Source: an optimization exercise on an open RTL-to-GDS flow (aim: small area). Production flows keep margins and buffers that such runs may drop. Function was checked by simulation only, so behaviour that the tests miss may differ from the original. Power is estimated from default activity; no workload was simulated.

==> design.v <==
module bst_msg_dec (
    input  wire [103:0] hdr,         
    input  wire [10:0]  flen,        
    output reg          is_msg,      
    output reg  [2:0]   err_kind,    
    output reg  [7:0]   tag,
    output reg  [2:0]   prio,
    output reg  [7:0]   pdus,
    output reg  [7:0]   pduf,
    output reg  [1:0]   dp,
    output reg  [7:0]   dst,
    output reg          dst_valid,
    output reg  [7:0]   src,
    output reg  [31:0]  ts,
    output reg  [1:0]   trc,
    output reg          dir,
    output reg  [7:0]   dpp,
    output reg  [7:0]   ctrl,
    output reg  [17:0]  pgn,
    output reg  [10:0]  dlen,
    output reg  [2:0]   field,
    output reg  [7:0]   id,
    output reg          id_valid,
    output reg  [15:0]  declared,
    output reg  [15:0]  actual
);
    localparam [2:0] K_UNKNOWN = 3'd4;
    localparam [2:0] K_LAYOUT  = 3'd5;
    localparam [2:0] F_HEADER = 3'd0;
    localparam [2:0] F_L      = 3'd1;
    localparam [2:0] F_DL     = 3'd2;
    localparam [2:0] F_LL     = 3'd3;
    localparam [2:0] F_DATA   = 3'd4;
    wire [7:0] b0  = hdr[  7:  0];
    wire [7:0] b1  = hdr[ 15:  8];
    wire [7:0] b2  = hdr[ 23: 16];
    wire [7:0] b3  = hdr[ 31: 24];
    wire [7:0] b4  = hdr[ 39: 32];
    wire [7:0] b5  = hdr[ 47: 40];
    wire [7:0] b6  = hdr[ 55: 48];
    wire [7:0] b7  = hdr[ 63: 56];
    wire [7:0] b8  = hdr[ 71: 64];
    wire [7:0] b9  = hdr[ 79: 72];
    wire [7:0] b10 = hdr[ 87: 80];
    wire [7:0] b11 = hdr[ 95: 88];
    wire [7:0] b12 = hdr[103: 96];
    wire [15:0] n16 = {5'd0, flen};
    wire [15:0] ll  = {b2, b1};
    function [17:0] pgn_of(input [1:0] d, input [7:0] pf, input [7:0] ps);
        pgn_of = {d, pf, (pf < 8'd240) ? 8'd0 : ps};
    endfunction
    always @* begin
        is_msg    = 1'b0;
        err_kind  = K_LAYOUT;
        tag       = b0;
        prio      = 3'd0;
        pdus      = 8'd0;
        pduf      = 8'd0;
        dp        = 2'd0;
        dst       = 8'd0;
        dst_valid = 1'b0;
        src       = 8'd0;
        ts        = 32'd0;
        trc       = 2'd0;
        dir       = 1'b0;
        dpp       = 8'd0;
        ctrl      = 8'd0;
        pgn       = 18'd0;
        dlen      = 11'd0;
        field     = F_HEADER;
        id        = b0;
        id_valid  = 1'b1;
        declared  = 16'd0;
        actual    = 16'd0;
        if (flen == 11'd0) begin
            id_valid = 1'b0;
            id       = 8'd0;
            field    = F_HEADER;
            declared = 16'd1;
            actual   = 16'd0;
        end else if (b0 == 8'h93 || b0 == 8'h94) begin
            if (flen < 11'd8) begin
                field    = F_HEADER;
                declared = 16'd8;
                actual   = n16;
            end else if ({8'd0, b1} != n16 - 16'd2) begin
                field    = F_L;
                declared = {8'd0, b1};
                actual   = n16 - 16'd2;
            end else if ({8'd0, b7} != n16 - 16'd8) begin
                field    = F_DL;
                declared = {8'd0, b7};
                actual   = n16 - 16'd8;
            end else begin
                is_msg    = 1'b1;
                prio      = b2[2:0];
                pdus      = b3;
                pduf      = b4;
                dp        = b5[1:0];
                dst       = b6;
                dst_valid = 1'b1;
                pgn       = pgn_of(b5[1:0], b4, b3);
                dlen      = flen - 11'd8;
            end
        end else if (b0 == 8'h95) begin
            if (flen < 11'd8) begin
                field    = F_HEADER;
                declared = 16'd8;
                actual   = n16;
            end else if ({8'd0, b1} != n16 - 16'd2) begin
                field    = F_L;
                declared = {8'd0, b1};
                actual   = n16 - 16'd2;
            end else if (n16 - 16'd8 > 16'd8) begin
                field    = F_DATA;
                declared = 16'd8;
                actual   = n16 - 16'd8;
            end else begin
                is_msg    = 1'b1;
                ts        = {16'd0, b3, b2};
                src       = b4;
                pdus      = b5;
                pduf      = b6;
                trc       = b7[6:5];
                dp        = b7[1:0];
                prio      = b7[4:2];
                dir       = b7[7];
                dst       = b5;
                dst_valid = (b6 < 8'd240);
                pgn       = pgn_of(b7[1:0], b6, b5);
                dlen      = flen - 11'd8;
            end
        end else if (b0 == 8'hD0) begin
            if (flen < 11'd13) begin
                field    = F_HEADER;
                declared = 16'd13;
                actual   = n16;
            end else if (ll > 16'd1785) begin
                field    = F_DATA;
                declared = 16'd1785;
                actual   = ll;
            end else if (ll != n16 - 16'd13) begin
                field    = F_LL;
                declared = ll;
                actual   = n16 - 16'd13;
            end else begin
                is_msg    = 1'b1;
                dst       = b3;
                dst_valid = 1'b1;
                src       = b4;
                pdus      = b5;
                pduf      = b6;
                dpp       = b7;
                ctrl      = b8;
                ts        = {b12, b11, b10, b9};
                dp        = b7[1:0];
                prio      = b7[4:2];
                pgn       = pgn_of(b7[1:0], b6, b5);
                dlen      = flen - 11'd13;
            end
        end else begin
            err_kind = K_UNKNOWN;
            actual   = n16;
        end
    end
endmodule
module bst_rx #(
    parameter MAX_FRAME = 1798
) (
    input  wire         clk,
    input  wire         rst,             
    input  wire         in_valid,
    input  wire [7:0]   in_byte,
    output reg          dat_valid,
    output reg  [7:0]   dat_byte,
    output reg  [10:0]  dat_idx,
    output reg          evt_valid,
    output reg  [2:0]   evt_kind,
    output reg  [7:0]   msg_tag,
    output reg  [2:0]   msg_prio,
    output reg  [7:0]   msg_pdus,
    output reg  [7:0]   msg_pduf,
    output reg  [1:0]   msg_dp,
    output reg  [7:0]   msg_dst,
    output reg          msg_dst_valid,
    output reg  [7:0]   msg_src,
    output reg  [31:0]  msg_ts,
    output reg  [1:0]   msg_trc,
    output reg          msg_dir,
    output reg  [7:0]   msg_dpp,
    output reg  [7:0]   msg_ctrl,
    output reg  [17:0]  msg_pgn,
    output reg  [10:0]  msg_dlen,
    output reg  [10:0]  err_len,
    output reg  [7:0]   err_byte,
    output reg  [7:0]   err_expected,
    output reg          err_cks_valid,
    output reg  [7:0]   err_id,
    output reg          err_id_valid,
    output reg  [2:0]   err_field,
    output reg  [15:0]  err_declared,
    output reg  [15:0]  err_actual
);
    localparam [7:0] DLE = 8'h10;
    localparam [7:0] STX = 8'h02;
    localparam [7:0] ETX = 8'h03;
    localparam [1:0] S_SCAN     = 2'd0;
    localparam [1:0] S_SCAN_DLE = 2'd1;
    localparam [1:0] S_BODY     = 2'd2;
    localparam [1:0] S_BODY_ESC = 2'd3;
    localparam [2:0] K_MSG      = 3'd0;
    localparam [2:0] K_CHECKSUM = 3'd1;
    localparam [2:0] K_UNESC    = 3'd2;
    localparam [2:0] K_TOOLARGE = 3'd3;
    localparam [10:0] BUF_MAX = MAX_FRAME + 1;
    reg  [1:0]   state;
    reg  [10:0]  blen;       
    reg  [7:0]   bsum;       
    reg  [7:0]   blast;      
    reg  [103:0] hdr;        
    wire [10:0] flen = blen - 11'd1;
    wire        md_is_msg;
    wire [2:0]  md_err_kind;
    wire [7:0]  md_tag, md_pdus, md_pduf, md_dst, md_src, md_dpp, md_ctrl, md_id;
    wire [2:0]  md_prio, md_field;
    wire [1:0]  md_dp, md_trc;
    wire        md_dst_valid, md_dir, md_id_valid;
    wire [31:0] md_ts;
    wire [17:0] md_pgn;
    wire [10:0] md_dlen;
    wire [15:0] md_declared, md_actual;
    bst_msg_dec u_msg (
        .hdr(hdr), .flen(flen),
        .is_msg(md_is_msg), .err_kind(md_err_kind),
        .tag(md_tag), .prio(md_prio), .pdus(md_pdus), .pduf(md_pduf), .dp(md_dp),
        .dst(md_dst), .dst_valid(md_dst_valid), .src(md_src), .ts(md_ts),
        .trc(md_trc), .dir(md_dir), .dpp(md_dpp), .ctrl(md_ctrl), .pgn(md_pgn),
        .dlen(md_dlen), .field(md_field), .id(md_id), .id_valid(md_id_valid),
        .declared(md_declared), .actual(md_actual)
    );
    reg          append;         
    reg  [7:0]   append_byte;
    reg          clear;          
    reg  [1:0]   next_state;
    reg          ev;             
    reg  [2:0]   ev_kind;
    wire buf_full = (blen == BUF_MAX);
    always @* begin
        append      = 1'b0;
        append_byte = in_byte;
        clear       = 1'b0;
        next_state  = state;
        ev          = 1'b0;
        ev_kind     = K_MSG;
        case (state)
            S_SCAN: begin
                if (in_byte == DLE) next_state = S_SCAN_DLE;
            end
            S_SCAN_DLE: begin
                if (in_byte == STX) begin
                    next_state = S_BODY;
                    clear      = 1'b1;
                end else if (in_byte != DLE) begin
                    next_state = S_SCAN;
                end
            end
            S_BODY: begin
                if (in_byte == DLE) begin
                    next_state = S_BODY_ESC;
                end else if (buf_full) begin
                    ev         = 1'b1;
                    ev_kind    = K_TOOLARGE;
                    clear      = 1'b1;
                    next_state = S_SCAN;
                end else begin
                    append = 1'b1;
                end
            end
            S_BODY_ESC: begin
                if (in_byte == DLE) begin
                    if (buf_full) begin
                        ev         = 1'b1;
                        ev_kind    = K_TOOLARGE;
                        clear      = 1'b1;
                        next_state = S_SCAN;
                    end else begin
                        append     = 1'b1;
                        next_state = S_BODY;
                    end
                end else if (in_byte == ETX) begin
                    ev         = 1'b1;
                    clear      = 1'b1;
                    next_state = S_SCAN;
                    if (blen != 11'd0 && bsum == 8'd0) begin
                        ev_kind   = md_is_msg ? K_MSG : md_err_kind;
                    end else begin
                        ev_kind   = K_CHECKSUM;
                    end
                end else if (in_byte == STX) begin
                    ev         = 1'b1;
                    ev_kind    = K_UNESC;
                    clear      = 1'b1;
                    next_state = S_BODY;
                end else begin
                    ev         = 1'b1;
                    ev_kind    = K_UNESC;
                    clear      = 1'b1;
                    next_state = S_SCAN;
                end
            end
        endcase
    end
    always @(posedge clk) begin
        if (rst) begin
            state <= S_SCAN;
            blen  <= 11'd0;
            bsum  <= 8'd0;
        end else if (in_valid) begin
            state <= next_state;
            if (clear) begin
                blen  <= 11'd0;
                bsum  <= 8'd0;
            end else if (append) begin
                blen  <= blen + 11'd1;
                bsum  <= bsum + append_byte;
                blast <= append_byte;
                if (blen < 11'd13)
                    hdr[8*blen +: 8] <= append_byte;
            end
        end
    end
    always @(posedge clk) begin
        if (rst) begin
            dat_valid <= 1'b0;
            evt_valid <= 1'b0;
        end else begin
            dat_valid <= in_valid && append;
            evt_valid <= in_valid && ev;
        end
    end
    always @(posedge clk) begin
        if (in_valid && append) begin
            dat_byte <= append_byte;
            dat_idx  <= blen;
        end
        if (in_valid && ev) begin
            evt_kind <= ev_kind;
            msg_tag       <= md_tag;
            msg_prio      <= md_prio;
            msg_pdus      <= md_pdus;
            msg_pduf      <= md_pduf;
            msg_dp        <= md_dp;
            msg_dst       <= md_dst;
            msg_dst_valid <= md_dst_valid;
            msg_src       <= md_src;
            msg_ts        <= md_ts;
            msg_trc       <= md_trc;
            msg_dir       <= md_dir;
            msg_dpp       <= md_dpp;
            msg_ctrl      <= md_ctrl;
            msg_pgn       <= md_pgn;
            msg_dlen      <= md_dlen;
            err_field     <= md_field;
            err_id        <= md_id;
            err_id_valid  <= md_id_valid;
            err_declared  <= md_declared;
            err_actual    <= md_actual;
            if (ev_kind == K_CHECKSUM) begin
                err_cks_valid <= (blen != 11'd0);
                err_len       <= (blen != 11'd0) ? flen : 11'd0;
                err_byte      <= blast;
                err_expected  <= blast - bsum;
            end else if (ev_kind == K_UNESC) begin
                err_cks_valid <= 1'b0;
                err_len       <= blen;
                err_byte      <= in_byte;
                err_expected  <= 8'd0;
            end else begin
                err_cks_valid <= 1'b0;
                err_len       <= flen;
                err_byte      <= 8'd0;
                err_expected  <= 8'd0;
            end
        end
    end
endmodule
==> run.sh <==
#!/bin/bash
# synth_recipe.tcl (not shown) runs the flow's synth.tcl, then flattens the netlist and writes it again
# the make line also repeats each setting of config.mk as NAME=value (left out here)
make -C /OpenROAD-flow-scripts/flow DESIGN_CONFIG=/design/flow/config.mk WORK_HOME=/design/flow/orfs CLKGATE_MAP_FILE= SYNTH_SCRIPT=/design/flow/synth_recipe.tcl finish
==> config.mk <==
export PLATFORM = sky130hd
export DESIGN_NAME = bst_rx
export DESIGN_NICKNAME = bst_rx
export VERILOG_FILES = /design/flow/design.v
export SDC_FILE = /design/flow/constraint.sdc
export NUM_CORES = 4
export LEC_CHECK = 0
export CAP_MARGIN = 20
export CORE_MARGIN = 2
export CORE_UTILIZATION = 40
export PLACE_DENSITY = 0.6
export SLEW_MARGIN = 20
==> constraint.sdc <==
create_clock -name core_clock -period 7.0 [get_ports {clk}]
set_input_delay 1.4000 -clock core_clock [delete_from_list [all_inputs] [get_ports {clk}]]
set_output_delay 1.4000 -clock core_clock [all_outputs]
set_load 0.01 [all_outputs]
==> flow_summary.yaml <==
cells_and_area:
  stdcell_area_um2: 21300
  syn2layout_area_growth_pct: 23.8
  instances_no_fill: 2170
  nets: 1632
  antenna_cells: 0
  drive_above_1_share_pct: 14.0
synthesis:
  synth_xor_area_share_pct: 4.59
  synth_top_family_by_area: "simple AND/OR/NAND/NOR gates"
  synth_fa_ha_area_share_pct: 1.96
  yosys.cell_types.count: 92
  synth_compound_area_share_pct: 12.3
  synth_top_area_cell: "edfxtp_1"
  ys.flop_type: "edfxtp_1"
  syn_area_um2: 17200
  synth_edf_count: 322
  syn_inst: 1374
  syn_area_per_cell_um2: 12.5
  synth.yosys.seq_area_share_pct: 58.8
  synth_top_area_share_pct: 56.1
  async_reset_ff_share_pct: 0
  yosys_warnings: 2
  synthMuxAreaShare_pct: 6.52
  synthSimpleGateAreaFrac_pct: 12.5
  synth-seq-cells: 345
  synth.area.top_cells: "edfxtp_1 (56%), mux2_2 (6.4%), a22o_1 (2.8%)"
timing:
  finalSetupTns_ns: 0
  max_freq_ghz: 0.189
  worstMarginPinSlew_ns: 1.05
  setup_viol: 0
  layout_worst_path_cycle_share_pct: 75.7
  fin_skew_ns: 0.0173
  hold_viol_final: 0
  rsz0062_at_grt: "no"
  min_period_ns: 5.30
  slew_headroom_pct: 29.2
  slew_viol_final: 0
cts:
  clk_latency_ns: 0.56
  cts_tree: "yes"
  cts_hold_buf: 0
  clkTransAtPathRegs_ns: 0.06
  ctsResizeCount: 0
  cts_root_buf: "clkbuf_16"
  cts_buffers: 38
  cts_sinks: 345
  cts_htree_levels: 2
  clock_path_buffers: 3
  postCtsSetupRepairBufs: 0
power_and_ir_drop:
  leakagePower_uw: 0.00704
  power_frac_clock_pct: 45.3
  power_frac_seq_pct: 53.7
  peakVddDrop_mv: 0.148
  p_switching_uw: 852
  power.internal_uw: 3280
  switching_share_pct: 20.6
  combPwrFrac_pct: 1.0
  cellPowerDensity_nw_per_um2: 194
worst_setup_path:
  crit_fanout: 12
  path_delay_family: "simple AND/OR/NAND/NOR gates"
  cp-end-kind: "register"
  path_class: "register to register"
  crit_arrival_ns: 5.57
  max_stage_delay_ns: 0.72
  crit_chain: "clkinv_1 -> ha_1 -> buf_4 -> xor2_2 -> ha_1 -> or4_1 -> a21oi_1 -> a21oi_1 -> xnor3_1 -> nor4_1 -> nand4_1 -> nor2_1 -> nor2_1 -> a2111oi_0 -> nor3_1"
  worst-path-buf-inv: 2
  ff2ff_setup_slack_ns: 1.70
  cp-start-kind: "register"
  cp_data_required_time_ns: 7.27
  critPathSlowestCell: "nor4_1"
run_status:
  status: "complete, no violations"
routing:
  first_pass_iters: 5
  drc: 0
  vias: 12400
  avgViaCountPerCell: 5.71
  antenna_left: 0
  drtIter0Drc: 1082
  routed_wl_um: 52700
  post_drt_wl_per_cell_um: 24.3
grt:
  grt_pass1_wl_um: 78600
  overflow: 0
  grt_pass1_vias: 12100
  globalRouteTotalUtil_pct: 23.6
  grt_max_degree: 156
  antenna_found_initial: 0
placement:
  dp_cells: 2102
  post_dp_cell_area_um2: 20200
  place_congestion: 0.889
  dpl.hpwl_um: 36300
  portBuffers: 232
min_path:
  hold_class: "register to register"
floorplan:
  die_y_um: 212
  core_area_um2: 42800
  rows: 76
  die_w_um: 212
  io_pins: 233
  initial_core_util_pct: 40.3
  die_area_um2: 44800
job:
  drv_cap: 0
## metal layers
metal  routed length, um  global-route usage, %  share of wire, %
met1               23500                   32.7                45
met2               24700                   37.7                47
met3                2990                   3.83               5.7
met4                1540                   7.82               2.9
met5                   0                      0                 0
## final cells by class
class	count	area, um2
clock buffer	50	1040
clock inverter	18	110
fill	3789	21500
inverter	40	150
multi-input combinational	901	6580
sequential	345	10100
tap	546	683
timing repair buffer	270	2630
## layout by cell type, fill, tap and decap left out, types with 37 or more instances in the layout
master / n
nand2_1: 74
clkbuf_16: 39
and2_1: 57
xnor2_1: 48
nor2_1: 91
a22o_1: 55
inv_1: 37
o21ai_0: 54
edfxtp_1: 322
clkdlybuf4s50_1: 232
mux2_2: 98
a21oi_1: 54
## power groups by stage
stage | Combinational [uW] | Clock (uW) | Sequential (uW)
after floorplan | 15.0 | 0 | 2270
after CTS | 41.1 | 1930 | 2220
after detailed placement | 41.1 | 0 | 2270
final | 41.0 | 1870 | 2220
after global placement | 40.2 | 0 | 2270
after global routing | 43.4 | 2000 | 2220
## worst reg2reg max path, delay by kind of cell, from the launching register on
kind | cells | cell delay [ns]
simple gates | 6 | 2.42
compound gates | 3 | 0.73
fa+ha+maj | 2 | 0.66
xor+xnor | 2 | 0.44
buf+inv | 2 | 0.42
flops | 1 | 0.33
## final timing paths
check / startpoint / to / cells after the start
worst max-delay path: blen[0]$_SDFFE_PP0P_ / err_actual[4]$_SDFFCE_PP0P_ / 15
worst min-delay path: bsum[6]$_SDFFE_PP0P_ / bsum[6]$_SDFFE_PP0P_ / 2
worst max register to register: blen[0]$_SDFFE_PP0P_ / err_actual[4]$_SDFFCE_PP0P_ / 15
worst min register to register: bsum[6]$_SDFFE_PP0P_ / bsum[6]$_SDFFE_PP0P_ / 2
## sequential cells by signal, summed over array words and instances, names as in the netlist, 7 cells and up
| register | count |
|---|---|
| hdr | 104 |
| msg_ts | 32 |
| err_actual | 16 |
| err_declared | 16 |
| blen | 11 |
| dat_idx | 11 |
| err_len | 11 |
| msg_dlen | 11 |
| msg_pgn | 9 |
| blast | 8 |
| bsum | 8 |
| dat_byte | 8 |
| err_byte | 8 |
| err_expected | 8 |
| err_id | 8 |
| msg_ctrl | 8 |
| msg_dpp | 8 |
| msg_dst | 8 |
| msg_pdus | 8 |
| msg_src | 8 |
| msg_tag | 8 |
| msg_pduf | 7 |
## through the flow
step | hold WS [ns] | utilization (%) | setup WS, ns | total power, uW
after floorplan | 0.406 | - | 0.121 | 2280
after global placement | 0.508 | 47.1 | 1.75 | 2310
after CTS | 0.528 | 49.8 | 1.68 | 4190
final | 0.513 | 49.8 | 1.70 | 4130
after detailed placement | 0.520 | 47.1 | 1.71 | 2310
after global routing | 0.560 | 49.8 | 1.46 | 4260
## Yosys cell counts, types with 7 or more instances
| library cell | count |
|---|---|
| a211o_1 | 7 |
| a211oi_1 | 7 |
| a21o_1 | 11 |
| a21oi_1 | 54 |
| a222oi_1 | 8 |
| a22o_1 | 55 |
| a31oi_1 | 11 |
| and2_1 | 57 |
| and3_1 | 17 |
| buf_1 | 7 |
| buf_2 | 11 |
| buf_4 | 12 |
| clkbuf_1 | 58 |
| dfxtp_1 | 23 |
| edfxtp_1 | 322 |
| ha_1 | 23 |
| inv_1 | 37 |
| mux2_2 | 98 |
| nand2_1 | 74 |
| nand2b_1 | 9 |
| nand3_1 | 36 |
| nand4_1 | 12 |
| nor2_1 | 91 |
| nor2b_1 | 7 |
| nor3_1 | 27 |
| nor4_1 | 11 |
| o211ai_1 | 9 |
| o21a_1 | 8 |
| o21ai_0 | 56 |
| o22ai_1 | 9 |
| or3_1 | 8 |
| xnor2_1 | 48 |
| xnor3_1 | 8 |
| xor2_1 | 18 |
## cell families (layout without fill, tap and decap cells)
kind of cell / after synthesis / count (layout)
buf+inv: 132 / 378
other cells: 1 / 5
mux: 100 / 100
simple gates: 398 / 398
fa+ha+maj: 26 / 26
compound gates: 296 / 296
xor+xnor: 76 / 76
flops: 345 / 345

==> static timing again, ports no longer ideal <==
How much do the figures lean on ideal ports? The routed layout below was timed once more, with nothing changed but the port constraints. Step 1 (the two cells are an assumption about what drives the block):
set clk [get_ports {clk}]
set_driving_cell -lib_cell sky130_fd_sc_hd__clkbuf_16 $clk
set_driving_cell -lib_cell sky130_fd_sc_hd__buf_2 [delete_from_list [all_inputs] $clk]
Step 2 adds t to the input delays and takes it off the output delays; t is the mean of the earliest and latest rising clock arrival at the registers after step 1. Input paths then give back, and output paths get back, about the clock's delay inside the block. Slacks: ideal ports / drivers / drivers and shift; pairs: ideal ports / drivers.
t, ns: 0.613
setup WS [ns]: 1.699 / 1.699 / 1.699
hold WS [ns]: 0.513 / 0.513 / 0.513
worst setup path after step 2: register to register
pins driven straight from the clock port: 1
After both steps this run still meets setup and hold. The setup slack of this run moves by 0.000 ns with the drivers and by 0.000 ns with both steps.
